Background: an optimization exercise with open tools, aiming at small area and a short achievable clock period. Do not read the settings as production practice. The RTL was checked by simulation tests, not by an equivalence proof against the original design. Power figures rest on the tool's default switching activity, not on a simulated workload.

`design.v`:
```
module xbee_rx (
    input  wire       clk,
    input  wire       rst,         
    input  wire       wr_valid,
    input  wire [7:0] wr_data,
    input  wire       run,
    input  wire [1:0] mode,        
    input  wire       flush,
    output reg  [5:0] avail,
    output reg        out_valid,
    output reg  [1:0] out_kind,
    output reg  [7:0] out_data
);
    localparam CAP = 32;
    localparam ST_HUNT   = 3'd0;
    localparam ST_LEN_HI = 3'd1;
    localparam ST_LEN_LO = 3'd2;
    localparam ST_PAY    = 3'd3;
    localparam ST_CKS    = 3'd4;
    localparam K_PAYLOAD = 2'd0;
    localparam K_FRAME   = 2'd1;
    localparam K_BADCKS  = 2'd2;
    localparam K_SPECIAL = 2'd3;
    localparam [7:0] DELIM = 8'h7E;
    localparam [7:0] ESC   = 8'h7D;
    localparam [7:0] XON   = 8'h11;
    localparam [7:0] XOFF  = 8'h13;
    reg [7:0] sr [0:CAP-1];    
    reg [1:0] ctl_mode;
    reg       nz;           
    reg       mpar;         
    wire mode_change = (mode != ctl_mode);
    wire step        = run && mpar && !mode_change && !flush && nz;
    wire full        = avail[5];
    integer i;
    always @(posedge clk) begin
        if (wr_valid) begin
            sr[0] <= wr_data;
            for (i = 1; i < CAP; i = i + 1)
                sr[i] <= sr[i-1];
        end
    end
    wire [7:0] t0 [0:31];
    wire [7:0] t1 [0:15];
    wire [7:0] t2 [0:7];
    wire [7:0] t3 [0:3];
    wire [7:0] t4 [0:1];
    genvar g;
    generate
        for (g = 0; g < 32; g = g + 1) begin : g_t0
            assign t0[g] = sr[(g + 31) % 32];
        end
        for (g = 0; g < 16; g = g + 1) begin : g_t1
            assign t1[g] = avail[0] ? t0[2*g+1] : t0[2*g];
        end
        for (g = 0; g < 8; g = g + 1) begin : g_t2
            assign t2[g] = avail[1] ? t1[2*g+1] : t1[2*g];
        end
        for (g = 0; g < 4; g = g + 1) begin : g_t3
            assign t3[g] = avail[2] ? t2[2*g+1] : t2[2*g];
        end
        for (g = 0; g < 2; g = g + 1) begin : g_t4
            assign t4[g] = avail[3] ? t3[2*g+1] : t3[2*g];
        end
    endgenerate
    wire [7:0] b_rd = avail[4] ? t4[1] : t4[0];
    reg       ev_step;      
    reg [7:0] ev_b;
    wire [5:0] avail_m1 = avail - 6'd1;
    wire [5:0] avail_p1 = avail + 6'd1;
    always @(posedge clk) begin
        ev_b <= b_rd;
        if (rst) begin
            avail    <= 6'd0;
            nz       <= 1'b0;
            ctl_mode <= 2'd0;
            mpar     <= 1'b0;
            ev_step  <= 1'b0;
        end else begin
            ctl_mode <= mode;
            mpar     <= (mode == 2'd1) || (mode == 2'd2);
            ev_step  <= step;
            if (flush) begin
                avail <= {5'd0, wr_valid};
                nz    <= wr_valid;
            end else if (step) begin
                if (!wr_valid) begin
                    avail <= avail_m1;
                    nz    <= (avail != 6'd1);
                end
            end else if (wr_valid) begin
                if (!full)
                    avail <= avail_p1;
                nz <= 1'b1;
            end
        end
    end
    reg  [2:0]  state;
    reg         esc;
    reg  [15:0] rem;      
    reg  [7:0]  sum;
    wire [7:0] b = ev_b;
    wire [7:0] v = {b[7:6], b[5] ^ esc, b[4:0]};
    wire [7:0] sum_v = sum + v;
    reg  [2:0]  n_state;
    reg         n_esc;
    reg  [15:0] n_rem;
    reg  [7:0]  n_sum;
    reg         n_item;
    reg  [1:0]  n_kind;
    reg  [7:0]  n_data;
    reg         deliver;
    always @(*) begin
        n_state = state;
        n_esc   = esc;
        n_rem   = rem;
        n_sum   = sum;
        n_item  = 1'b0;
        n_kind  = K_PAYLOAD;
        n_data  = v;
        deliver = 1'b0;
        if (state == ST_HUNT) begin
            if (b == DELIM) begin
                n_state = ST_LEN_HI;
                n_esc   = 1'b0;
            end
        end else if (!ctl_mode[1]) begin
            deliver = 1'b1;
        end else if (esc) begin
            n_esc   = 1'b0;
            deliver = 1'b1;
        end else if (b == ESC) begin
            n_esc = 1'b1;
        end else if (b == DELIM) begin
            n_item  = 1'b1;
            n_kind  = K_SPECIAL;
            n_state = ST_LEN_HI;
        end else if (b == XON || b == XOFF) begin
            n_item  = 1'b1;
            n_kind  = K_SPECIAL;
            n_state = ST_HUNT;
        end else begin
            deliver = 1'b1;
        end
        if (deliver) begin
            case (state)
                ST_LEN_HI: begin
                    n_rem[15:8] = v;
                    n_state     = ST_LEN_LO;
                end
                ST_LEN_LO: begin
                    n_rem[7:0] = v;
                    n_sum      = 8'h00;
                    n_state    = ({rem[15:8], v} != 16'h0000) ? ST_PAY : ST_CKS;
                end
                ST_PAY: begin
                    n_item = 1'b1;
                    n_kind = K_PAYLOAD;
                    n_sum  = sum_v;
                    n_rem  = rem - 16'd1;
                    if (rem == 16'd1)
                        n_state = ST_CKS;
                end
                default: begin  
                    n_item = 1'b1;
                    n_kind = (sum_v == 8'hFF) ? K_FRAME : K_BADCKS;
                    n_data = ~sum;
                    n_state = ST_HUNT;
                end
            endcase
        end
    end
    always @(posedge clk) begin
        if (rst) begin
            state     <= ST_HUNT;
            esc       <= 1'b0;
            out_valid <= 1'b0;
        end else begin
            if (mode_change) begin
                state <= ST_HUNT;
                esc   <= 1'b0;
            end else if (ev_step) begin
                state <= n_state;
                esc   <= n_esc;
            end
            out_valid <= ev_step && n_item;
        end
        if (ev_step) begin
            rem <= n_rem;
            sum <= n_sum;
        end
        out_kind <= n_kind;
        out_data <= n_data;
    end
endmodule
```
`run.sh`:
```
#!/bin/bash
# synth_recipe.tcl (not shown) runs the flow's synth.tcl, then flattens the netlist and writes it again
# the make line also repeats each setting of config.mk as NAME=value (left out here)
make -C /OpenROAD-flow-scripts/flow DESIGN_CONFIG=/design/flow/config.mk WORK_HOME=/design/flow/orfs CLKGATE_MAP_FILE= SYNTH_SCRIPT=/design/flow/synth_recipe.tcl finish
```
`config.mk`:
```
export PLATFORM = sky130hd
export DESIGN_NAME = xbee_rx
export DESIGN_NICKNAME = xbee_rx
export VERILOG_FILES = /design/flow/design.v
export SDC_FILE = /design/flow/constraint.sdc
export NUM_CORES = 4
export LEC_CHECK = 0
export CAP_MARGIN = 20
export CORE_MARGIN = 2
export CORE_UTILIZATION = 55
export CTS_BUF_LIST = sky130_fd_sc_hd__clkbuf_16
export CTS_CLUSTER_DIAMETER = 100
export CTS_CLUSTER_SIZE = 32
export SETUP_SLACK_MARGIN = 3.8
export SLEW_MARGIN = 20
```
`constraint.sdc`:
```
create_clock -name core_clock -period 6.0 [get_ports {clk}]
set_input_delay 1.2000 -clock core_clock [delete_from_list [all_inputs] [get_ports {clk}]]
set_output_delay 1.2000 -clock core_clock [all_outputs]
set_load 0.01 [all_outputs]
```
==> impl_results.md, run 1 <==
- Clk slew on worst S/H paths: about 120 ps
- Clk Latency, worst-skew pair: 510 ps
- Worst EP arrival: between 1000 and 1500 ps
- P&R area growth vs syn: 13.79%
- Syn Std Cell Area: 12750 um2
- Slowest-stage cell, CP: dfxtp_4
- Port Buffers: 31
- Tmin final: 2311 ps
- Main synth FF type: edfxtp_1
- Share of the synthesized area in the top cell type: 65.93%
- GRT Util Overall: 19.67%
- Initial antenna violation count: 0
- Antenna cell count: 0
- Max clock buf depth: 3
- Via count: 6533
- Commonest cells post-synth: 280 x edfxtp_1, 80 x mux4_2, 41 x nor2_1, 34 x dfxtp_1, 25 x nand2_1
- CP max stage delay: 380 ps
- DRC Markers: 0
- WHS: 437.8 ps
- Post-synth top area cell: edfxtp_1
- Status: complete, no violations
- Final Instance Count excl. Fillers: 1040
- Synth unique cells: 55
- # clock sinks: 314
- Count leader, synth: edfxtp_1
- Worst setup SP type: flop
- Register area share after synthesis: 71.26%
- Critical path endpoint category: primary output
- Power density over the cells: 282.4 nW/um2
- Mapped Cells: 690
- Routed length per instance: 22.78 um
- Drt first pass iters: 5
- Die footprint: 24420 um2
- Nets: 776
- Bufs and invs on worst path: 2
- Peak VDD IR: 297.1 uV
- Die width: ~160 um
- IO Count: 32
- Post-Syn Nets: 719
- Gr ovfl total: 0
- Worst Hold Class: flop to flop
- Top post-synthesis cells by area: edfxtp_1 66%, mux4_2 14%, dfxtp_1 5.3%, xnor2_1 1.4%, ha_1 1.3%
- # rows: 55
- Max Cap Viol: 0
- H-tree depth: 1
- Worst-Margin Slew: 493.4 ps
- Internal power: between 3 and 4 mW
- Fin crit share: 38.52%
- Total CTS buffers: 14
- Hold_sp: sr[24][3]
- Warnings from Yosys: 2
- Mean post-synth cell area: between 15 and 20 um2
- Crit Path Max Fanout: 2
- First-pass GRT wire length: 36940 um
- Layout cell share with drive strength beyond 1: 29.80%
- FF-to-FF Start: sum[0]
- Comb power frac: under 10%
- Initial Util: a little under three fifths
- Slew Viols, Final: 0
- Worst Clk Skew: 29.41 ps
- Largest net degree at the start of global routing: 98
- RSZ-0062 raised after global routing: yes
- DRT iter0 DRCs: about 590
- Crit path launch: avail[1]
- Ys async rst share: 0%
- Critical path's top delay family: flip-flops
- Post-synth EDFFs: 280
- Max_slew headroom: roughly two thirds
- Critical Path RT: between 4000 and 5000 ps
- Hold-fix buffers at CTS: 0
- WL final: 23690 um
- Register bit total from synthesis: 314
- Post-DP HPWL: 12660 um
- Routed Antenna Nets: 0
- Static leakage: a little under 5 nW
- Power Total: 4.099 mW
- Die H: 156.3 um
- Final Hold Viols: 0
- Clock power frac: 27.8%
- Switch share: 22.19%
- NetSw: 909.6 uW
- TritonCTS clock tree: yes
- Share of power burned in registers: 63.1%
- Placed cells: 982
- Gpl congestion: 0.8265
- Crit path kind: flop to primary output
- Clock root cell: clkbuf_16
- Core area: 22710 um2
- Max Clk Rate: 432.7 MHz
- CP Cell Sequence: buf_16 > buf_6
- Final TNS setup: 0 ps
- Number of global-route vias before repair: roughly 6.5k
- Vias per cell: ~6.3
- Final setup violation count: 0
[timing repair]
| action | in CTS | in global routing |
|---|---|---|
| setup endpoints to repair | 247 | 45 |
| resized for setup | 139 | 35 |
| gates cloned | 6 | 0 |
| buffers inserted | 20 | 8 |
| pin swaps | 7 | 12 |
[cell usage in the layout (no fill, tap or decap), drive strengths merged, types with 2 or more instances in the layout]
master	n
edfxtp	280
inv	20
bufbuf	4
o21a	2
ha	13
buf	58
a311oi	4
o211ai	2
nand2b	3
and2	3
dfxtp	34
and3	6
and3b	2
nand4b	2
nor3	9
or4	2
mux2	9
nor2b	5
nand4	3
mux2i	3
or3	5
mux4	80
a21oi	24
or4b	2
nor4	9
o31ai	3
nand2	25
a21o	2
a211oi	4
a31oi	4
o21ai	18
nand3	5
clkinv	3
xor2	6
clkbuf	15
xnor2	21
nor2	41
clkdlybuf4s50	9
or2	2
[worst register-to-register path, delay by kind of cell, from the launching register on]
kind | cells | cell delay, ps
adders and majority gates | 2 | 410
AOI/OAI and AO/OA | 3 | 570
buffers and inverters | 1 | 50
and+or+nand+nor | 3 | 770
DFF | 1 | 440
[worst paths after layout]
path,to,slack (ps),cells past startpoint
setup / recovery,avail[1],3690,2
hold / removal,sr[25][3],440,0
setup reg to reg,out_kind[0],3720,9
hold reg to reg,sr[25][3],440,0
[power by group through the flow]
stage	combinational [mW]	clock [mW]	sequential, mW
floorplan	0.209	0	2.60
detailed placement	0.301	0	2.65
global placement	0.293	0	2.64
CTS	0.356	1.18	2.59
global route	0.401	1.25	2.60
finish	0.373	1.14	2.59
[registers in the layout, summed over array words and instances (netlist names), 2 cells and up]
name and flops:
avail 6, rem 16, out_data 8, state 3, sum 8, ev_b 8, out_kind 2, ctl_mode 2
sr 256
[cells by family after synthesis]
group	after synthesis	share of synthesized area, %
flops	314	71.26
simple gates	127	5.033
mux	92	15.16
compound gates	71	3.561
buf+inv	44	1.619
xor+xnor	27	1.854
fa+ha+maj	15	1.511
[area by class of cell]
class                   count  area, um2
fillers                  1582       8197
repair buffers             71      852.1
multi-input cells         332       3680
flip-flops and latches    314       9126
well taps                 285      356.6
clock buffers              15      375.4
inverters                  14      52.55
clock inverters             9      70.07
[stage by stage]
step	setup slack (ps)	util [%]	instance area (um2)
6_report	3689	63.91	14510
5_1_grt	3640	63.91	14510
4_1_cts	3645	62.95	14300
3_5_place_dp	2721	58.93	13380
3_3_place_gp	2786	58.93	13380
2_1_floorplan	3389	-	12800
[per-layer routing]
layer / track usage, % / vias up / routed length, um
li1: - / 2879 / -
met1: 29.43 / 3459 / 10690
met2: 31.55 / 168 / 11650
met3: 2.825 / 27 / 954
met4: 4.063 / 0 / 397
met5: 0 / - / 0
==> run 2, diff against run 1 <==
--- a/config.mk
+++ b/config.mk
@@ -14,2 +14,3 @@
 export SETUP_SLACK_MARGIN = 3.8
 export SLEW_MARGIN = 20
+export TNS_END_PERCENT = 5
==> impl_results.md, run 2 <==
- Status: complete, no violations (unchanged)
- Crit path kind: flop to primary output (unchanged)
- P&R area growth vs syn: 12.31% (was 13.79%)
- First-pass GRT wire length: 36250 um (was 36940 um)
- Post-synth EDFFs: 280 (unchanged)
- Internal power: 3.114 mW (was 3.189 mW)
- FILL cells: 1631 (was 1582)
- Bufs and invs on worst path: 1 (was 2)
- Worst-Margin Slew: 502.1 ps (was 493.4 ps)
- Tmin final: 2310 ps (was 2311 ps)
- Area of the multi-input gates: 3631 um2 (was 3680 um2)
- Comb power frac: 9.1% (about the same)
- WL final: 23270 um (was 23690 um)
- Hold path cells: 0 (unchanged)
- Static leakage: 4.731 nW (was 4.817 nW)
- Worst R2R Setup Slack: 3700 ps (was 3720 ps)
- Nets: 768 (was 776)
- Die width: 156.3 um (unchanged)
- Gpl congestion: 0.8532 (was 0.8265)
- Critical path's top delay family: flip-flops (unchanged)
- Clk Latency, worst-skew pair: 510 ps (about the same)
- Final Hold Viols: 0 (unchanged)
- Max FFs per register: 256 (unchanged)
- Number of global-route vias before repair: 6539 (was 6519)
- Gr ovfl total: 0 (unchanged)
- Share of the synthesized area in the top cell type: 65.93% (unchanged)
- Final TNS setup: 0 ps (unchanged)
- Drt first pass iters: 5 (unchanged)
- Synth unique cells: 55 (unchanged)
- Top post-synthesis cells by area: edfxtp_1 66%, mux4_2 14%, dfxtp_1 5.3%, xnor2_1 1.4%, ha_1 1.3% (unchanged)
- CP max stage delay: 350 ps (was 380 ps)
- Peak VDD IR: 213.0 uV (was 297.1 uV)
- Port Buffers: 31 (unchanged)
- Via count: 6418 (was 6533)
- Routed length per instance: 22.57 um (was 22.78 um)
- Register area share after synthesis: 71.26% (unchanged)
- # clock sinks: 314 (unchanged)
- Max Cap Viol: 0 (unchanged)
- DRC Markers: 0 (unchanged)
- FF-to-FF Start: sum[0] (unchanged)
- Max Clk Rate: 432.9 MHz (was 432.7 MHz)
- Commonest cells post-synth: 280 x edfxtp_1, 80 x mux4_2, 41 x nor2_1, 34 x dfxtp_1, 25 x nand2_1 (unchanged)
- Worst Hold Class: flop to flop (unchanged)
- Max_slew headroom: 66.44% (was 67.03%)
- Fin crit share: 38.50% (was 38.52%)
- Initial antenna violation count: 0 (unchanged)
- Worst EP arrival: 1110 ps (about the same)
- Switch share: 21.75% (was 22.19%)
- Critical path endpoint category: primary output (unchanged)
- Slowest-stage cell, CP: dfxtp_1 (was dfxtp_4)
- Max clock buf depth: 3 (unchanged)
- CP Cell Sequence: clkdlybuf4s15_1 (was buf_16 > buf_6)
- Hold endpoint: sr[2][5] (was sr[25][3])
- R2r endpoint: out_kind[0] (unchanged)
- Largest registers: sr (256), rem (16) (unchanged)
- Register bit total from synthesis: 314 (unchanged)
- Post-synth top area cell: edfxtp_1 (unchanged)
- Cells on worst reg2reg path: 9 (unchanged)
- Die footprint: 24420 um2 (unchanged)
- Syn Std Cell Area: 12750 um2 (unchanged)
- Share of power burned in registers: 65.0% (was 63.1%)
- Critical Path RT: 4800 ps (about the same)
- Final WS setup: 3690 ps (was 3689 ps)
- Crit Path Max Fanout: 2 (unchanged)
- Total CTS buffers: 13 (was 14)
- Post-DP HPWL: 12960 um (was 12660 um)
- Routed Antenna Nets: 0 (unchanged)
- Slew Viols, Final: 0 (unchanged)
- RSZ-0062 raised after global routing: yes (unchanged)
- Ys async rst share: 0% (unchanged)
- Hold_sp: sr[1][5] (was sr[24][3])
- Power density over the cells: 277.8 nW/um2 (was 282.4 nW/um2)
- H-tree depth: 1 (unchanged)
- Mapped Cells: 690 (unchanged)
- Die H: 156.3 um (unchanged)
- Clk slew on worst S/H paths: 120 ps (about the same)
- GRT Util Overall: 19.23% (was 19.67%)
- Vias per cell: 6.225 (was 6.282)
- Layout cell share with drive strength beyond 1: 24.53% (was 29.80%)
- Most frequent cells in the layout: 280 x edfxtp_1, 80 x mux4_2, 41 x nor2_1, 25 x nand2_1, 25 x dfxtp_1 (was 280 x edfxtp_1, 80 x mux4_2, 38 x nor2_1, 25 x nand2_1, 23 x buf_4)
- Final Instance Count excl. Fillers: 1031 (was 1040)
- Core area: 22710 um2 (unchanged)
- Antenna cell count: 0 (unchanged)
- Post-Syn Nets: 719 (unchanged)
- Worst setup SP type: flop (unchanged)
- Place WS: 2744 ps (was 2721 ps)
- Count leader, synth: edfxtp_1 (unchanged)
- Largest net degree at the start of global routing: 179 (was 98)
- Final setup violation count: 0 (unchanged)
- DRT iter0 DRCs: 438 (was 587)
- NetSw: 865.5 uW (was 909.6 uW)
- Main synth FF type: edfxtp_1 (unchanged)
- Hold-fix buffers at CTS: 0 (unchanged)
- Register area: 9115 um2 (was 9126 um2)
- # rows: 55 (unchanged)
- Commonest non-fill, non-tap cell in the layout: edfxtp_1 (unchanged)
- Placed cells: 982 (unchanged)
- IO Count: 32 (unchanged)
- Mean post-synth cell area: 18.48 um2 (unchanged)
- Worst Clk Skew: 26.83 ps (was 29.41 ps)
- Top reg by flops: sr (unchanged)
- Clock root cell: clkbuf_16 (unchanged)
- Warnings from Yosys: 2 (unchanged)
- TritonCTS clock tree: yes (unchanged)
- Initial Util: 56.16% (unchanged)
- Clock power frac: 25.9% (was 27.8%)
## run 2: cell counts after synthesis
No cell type changed its count.
## run 2: worst max-delay path by stage
stage | start | endpoint | slack [ps] | depth (start not counted)
floorplan | flush | avail[4] | 3390 | 8
global placement | flush | avail[4] | 2770 | 7
detailed placement | flush | avail[4] | 2740 | 9
CTS | flush | avail[4] | 3670 | 9
global route | sum[0] | out_kind[0] | 3620 | 9
finish | avail[2] | avail[2] | 3690 | 1
## run 2: power by group through the flow
stage / Sequential (mW) / Combinational [mW] / Clock (mW)
6_report: 2.58 / 0.363 / 1.03
5_1_grt: 2.60 / 0.392 / 1.13
4_1_cts: 2.58 / 0.350 / 1.07
3_5_place_dp: 2.65 / 0.292 / 0
3_3_place_gp: 2.65 / 0.285 / 0
2_1_floorplan: 2.60 / 0.208 / 0
## run 2: layout make-up
| cell class | instances | area share, % |
|---|---|---|
| Sequential cell | 314 | 63.64 |
| Clock buffer | 13 | 2.271 |
| Clock inverter | 9 | 0.3057 |
| Timing Repair Buffer | 64 | 5.582 |
| Inverter | 14 | 0.3669 |
| Multi-Input combinational cell | 332 | 25.35 |
| Tap cell | 285 | 2.490 |
## run 2: timing repair
item                       in CTS  in global routing
gates cloned                    3                  1
buffers inserted               19                  4
setup endpoints to repair     233                222
pin swaps                       8                  4
resized for setup              76                 30
## run 2: worst register-to-register path, delay by kind of cell (launching register included)
family	cells	cell delay, ps
buffers and inverters	1	50
adders and majority gates	2	430
AOI/OAI and AO/OA	3	620
DFF	1	410
and+or+nand+nor	3	740
## run 2: stage by stage
stage               utilization [%]  instance area [um2]  hold WS [ps]  total power [mW]
floorplan                         -                12790         420.7             2.811
global placement              58.87                13370         427.2             2.933
detailed placement            58.87                13370         430.0             2.944
CTS                           62.35                14160         452.0             4.004
global route                  63.07                14320         470.7             4.126
finish                        63.07                14320         455.9             3.980
## run 2: cells by family (layout without fill, tap and decap cells)
logic type,Yosys count,in the layout,share of synthesized area (%)
compound gates,71,71,3.561
xor+xnor,27,27,1.854
fa+ha+maj,15,15,1.511
buf+inv,44,100,1.619
flops,314,314,71.26
mux,92,92,15.16
simple gates,127,127,5.033
## run 2: layer usage
| metal | vias up | global-route usage, % | routed length [um] |
|---|---|---|---|
| li1 | 2862 | - | - |
| met3 | 23 | 2.382 | 817 |
| met1 | 3371 | 27.67 | 10290 |
| met4 | 0 | 4.587 | 409 |
| met5 | - | 0 | 0 |
| met2 | 162 | 32.01 | 11750 |
==> run 3, diff against run 2 <==
--- a/config.mk
+++ b/config.mk
@@ -8,9 +8,8 @@
 export CAP_MARGIN = 20
 export CORE_MARGIN = 2
-export CORE_UTILIZATION = 55
+export CORE_UTILIZATION = 70
 export CTS_BUF_LIST = sky130_fd_sc_hd__clkbuf_16
-export CTS_CLUSTER_DIAMETER = 100
-export CTS_CLUSTER_SIZE = 32
-export SETUP_SLACK_MARGIN = 3.8
+export CTS_CLUSTER_DIAMETER = 80
+export CTS_CLUSTER_SIZE = 28
+export SETUP_SLACK_MARGIN = 3.7
 export SLEW_MARGIN = 20
-export TNS_END_PERCENT = 5
==> impl_results.md, run 3 <==
- Slew Viols, Final: 0 (unchanged)
- Hold-fix buffers at CTS: 0 (unchanged)
- Power Total: 4.046 mW (was 3.980 mW)
- Status: complete, no violations (unchanged)
- Synth Area in XOR/XNOR: 1.854% (unchanged)
- Gr ovfl total: 0 (unchanged)
- CP max stage delay: 380 ps (was 350 ps)
- Most frequent cells in the layout: 280 x edfxtp_1, 80 x mux4_2, 40 x nor2_1 (was 280 x edfxtp_1, 80 x mux4_2, 41 x nor2_1, 25 x nand2_1, 25 x dfxtp_1)
- Worst-Margin Slew: 866.1 ps (was 502.1 ps)
- Worst Hold Class: flop to flop (unchanged)
- Critical path's top delay family: flip-flops (unchanged)
- Core area: 17900 um2 (was 22710 um2)
- Max FFs per register: 256 (unchanged)
- Number of global-route vias before repair: 6844 (was 6539)
- Max Clk Rate: 434.9 MHz (was 432.9 MHz)
- Die width: 139.0 um (was 156.3 um)
- Layout cell share with drive strength beyond 1: 25.20% (was 24.53%)
- Largest registers: sr (256), rem (16) (unchanged)
- RSZ-0062 raised after global routing: yes (unchanged)
- Share of the synthesized area in the top cell type: 65.93% (unchanged)
- WL met2: 12580 um (was 11750 um)
- Dpl cell area: 13310 um2 (was 13370 um2)
- Final setup violation count: 0 (unchanged)
- Slowest-stage cell, CP: dfxtp_4 (was dfxtp_1)
- P&R area growth vs syn: 11.44% (was 12.31%)
- Met1 wire length: 10040 um (was 10290 um)
- Static leakage: 4.718 nW (was 4.731 nW)
- Register bit total from synthesis: 314 (unchanged)
- Top post-synthesis cells by area: edfxtp_1 66%, mux4_2 14%, dfxtp_1 5.3%, xnor2_1 1.4%, ha_1 1.3% (unchanged)
- FF-to-FF Start: sum[0] (unchanged)
- Crit path kind: flop to primary output (unchanged)
- Crit Path Max Fanout: 2 (unchanged)
- Register area share after synthesis: 71.26% (unchanged)
- Post-synth top area cell: edfxtp_1 (unchanged)
- Via count: 6695 (was 6418)
- Top reg by flops: sr (unchanged)
- Top sig layer: met4 (unchanged)
- Adder-cell share of the synthesized area: 1.511% (unchanged)
- Commonest non-fill, non-tap cell in the layout: edfxtp_1 (unchanged)
- H-tree depth: 1 (unchanged)
- Tmin final: 2300 ps (was 2310 ps)
- Critical path endpoint category: primary output (unchanged)
- Post-synthesis mux area share: 15.16% (unchanged)
- GRT Util Overall: 25.22% (was 19.23%)
- Max_slew headroom: 42.26% (was 66.44%)
- Bufs and invs on worst path: 2 (was 1)
- Fin crit share: 38.33% (was 38.50%)
- Hold_sp: sr[2][5] (was sr[1][5])
- Clk Latency, worst-skew pair: 480 ps (was 510 ps)
- Clock root cell: clkbuf_16 (unchanged)
- Post-DP HPWL: 12960 um (about the same)
- Critical Path RT: 4800 ps (about the same)
- Mapped Cells: 690 (unchanged)
- IO Count: 32 (unchanged)
- Initial antenna violation count: 0 (unchanged)
- Die footprint: 19320 um2 (was 24420 um2)
- Synth unique cells: 55 (unchanged)
- Routed length per instance: 24.93 um (was 22.57 um)
- Worst Clk Skew: 15.51 ps (was 26.83 ps)
- Vias per cell: 6.839 (was 6.225)
- Mean post-synth cell area: 18.48 um2 (unchanged)
- Initial Util: 71.24% (was 56.16%)
- # clock sinks: 314 (unchanged)
- Simple-gate area share of the yosys netlist: 5.033% (unchanged)
- Warnings from Yosys: 2 (unchanged)
- Max Cap Viol: 0 (unchanged)
- Cell area after layout: 14210 um2 (was 14320 um2)
- Antenna cell count: 0 (unchanged)
- Total CTS buffers: 15 (was 13)
- Post-synth EDFFs: 280 (unchanged)
- Max clock buf depth: 3 (unchanged)
- Largest family of logic cells by synthesized area: multiplexers (unchanged)
- WL final: 24410 um (was 23270 um)
- Largest net degree at the start of global routing: 181 (was 179)
- Met3 wire length: 1243 um (was 817 um)
- # rows: 49 (was 55)
- Worst setup SP type: flop (unchanged)
- Routed Antenna Nets: 0 (unchanged)
- Gpl congestion: 0.8483 (was 0.8532)
- Ys async rst share: 0% (unchanged)
- CP Cell Sequence: buf_16 > clkbuf_2 (was clkdlybuf4s15_1)
- Crit path launch: avail[1] (was avail[2])
- Commonest cells post-synth: 280 x edfxtp_1, 80 x mux4_2, 41 x nor2_1, 34 x dfxtp_1, 25 x nand2_1 (unchanged)
- Worst EP arrival: 1100 ps (was 1110 ps)
- Post-Syn Nets: 719 (unchanged)
- Main synth FF type: edfxtp_1 (unchanged)
- Complex-gate fraction of the synthesized area: 3.561% (unchanged)
- DRC Markers: 0 (unchanged)
- Syn Std Cell Area: 12750 um2 (unchanged)
- TritonCTS clock tree: yes (unchanged)
- Nets: 772 (was 768)
- Final Hold Viols: 0 (unchanged)
- Die H: 139.0 um (was 156.3 um)
- Count leader, synth: edfxtp_1 (unchanged)
- Drt first pass iters: 4 (was 5)
- Power density over the cells: 284.7 nW/um2 (was 277.8 nW/um2)
- First-pass GRT wire length: 37650 um (was 36250 um)
- DRT iter0 DRCs: 549 (was 438)
- Final TNS setup: 0 ps (unchanged)
- Peak VDD IR: 381.0 uV (was 213.0 uV)
- Port Buffers: 31 (unchanged)
- Clk slew on worst S/H paths: 110 ps (was 120 ps)
## run 3: changes by cell type in the layout (fill, tap and decap cells not counted), sizes merged, moves of 2 or more
cell,change
clkbuf,+3
clkdlybuf4s15,+3
dlygate4sd2,-5
buf,+2
## run 3: per-stage QoR
| step | setup slack, ps | hold slack [ps] | std cells | util, % |
|---|---|---|---|---|
| detailed placement | 2720 | 428.4 | 926 | 74.32 |
| global placement | 2788 | 426.2 | 926 | 74.32 |
| global route | 3630 | 465.2 | 979 | 79.39 |
| finish | 3700 | 448.4 | 979 | 79.39 |
| CTS | 3518 | 453.4 | 973 | 78.84 |
| floorplan | 3389 | 420.7 | 690 | - |
## run 3: path summary, 6_finish.rpt
path / endpoint / cells past startpoint / slack (ps)
worst max-delay path: avail[1] / 2 / 3700
worst min-delay path: sr[3][5] / 0 / 450
worst max register to register: out_kind[0] / 9 / 3710
worst min register to register: sr[3][5] / 0 / 450
## run 3: logic make-up (layout without fill, tap and decap cells)
| kind of cell | count (synthesis) | after routing |
|---|---|---|
| AO/OA/AOI/OAI | 71 | 71 |
| XOR/XNOR | 27 | 27 |
| adder cells (fa/ha/maj) | 15 | 15 |
| buffers and inverters | 44 | 104 |
| flip-flops | 314 | 314 |
| multiplexers | 92 | 92 |
| AND/OR/NAND/NOR | 127 | 127 |
## run 3: report_power, final
group	internal (mW)	total, mW	leakage [nW]	switching [mW]
clock	0.468	1.10	0.228	0.633
combinational	0.182	0.354	1.48	0.171
sequential	2.51	2.59	3.01	0.0778
total	3.16	4.05	4.72	0.882
## run 3: layout make-up
| type | instances | area [um2] |
|---|---|---|
| inverters | 14 | 52.55 |
| flip-flops and latches | 314 | 9115 |
| fillers | 922 | 3690 |
| clock buffers | 15 | 375.4 |
| well taps | 229 | 286.5 |
| multi-input cells | 332 | 3622 |
| clock inverters | 9 | 47.55 |
| repair buffers | 66 | 713.2 |
## run 3: what timing repair did
| action | in CTS | in global routing |
|---|---|---|
| hold endpoints to repair | 0 | 0 |
| gates resized for setup | 70 | 31 |
| cloned | 3 | 0 |
| buffers inserted | 20 | 6 |
| endpoints found under the setup margin | 232 | 156 |
| pin swaps | 8 | 5 |
## run 3: worst reg2reg max path: cells and delay by family (launching register included)
kind | cells | cell delay [ps]
compound gates | 3 | 610
fa+ha+maj | 2 | 440
buf+inv | 1 | 60
flops | 1 | 410
simple gates | 3 | 710
## run 3: layer usage
layer | vias to the layer above | global-route usage, %
met1 | 3497 | 36.10
met5 | - | 0
li1 | 2877 | -
met2 | 264 | 42.70
met4 | 0 | 6.911
met3 | 57 | 2.831

[port drivers added, routing unchanged]
How much do the figures lean on ideal ports? The routed layouts below were timed once more, with nothing changed but the port constraints.
Step 1 sets driving cells, clkbuf_16 on the clock port and buf_2 on the other inputs (assumed; they add their load-dependent delay and slew).
Step 2 times the ports against the registers' clock, not the clock port: input delays grow and output delays shrink by t, the midpoint of the rising clock arrivals with the driver on.
a / b / c = ideal ports / drivers / drivers and shift; a / b = the first two.
| run | t, ns | setup WS [ns] | latest minus earliest clock arrival (ns) | pins driven straight from the clock port |
|---|---|---|---|---|
| run 1 | 0.542 | 3.689 / 3.644 / 3.206 | 0.031 / 0.031 | 1 |
| run 2 | 0.544 | 3.690 / 3.641 / 3.236 | 0.028 / 0.028 | 1 |
| run 3 | 0.524 | 3.700 / 3.653 / 3.196 | 0.016 / 0.017 | 1 |
After both steps setup and hold are still met in every run listed. The setup slack of run 3, which loses most, moves by -0.047 ns with the drivers and by -0.504 ns with both steps.
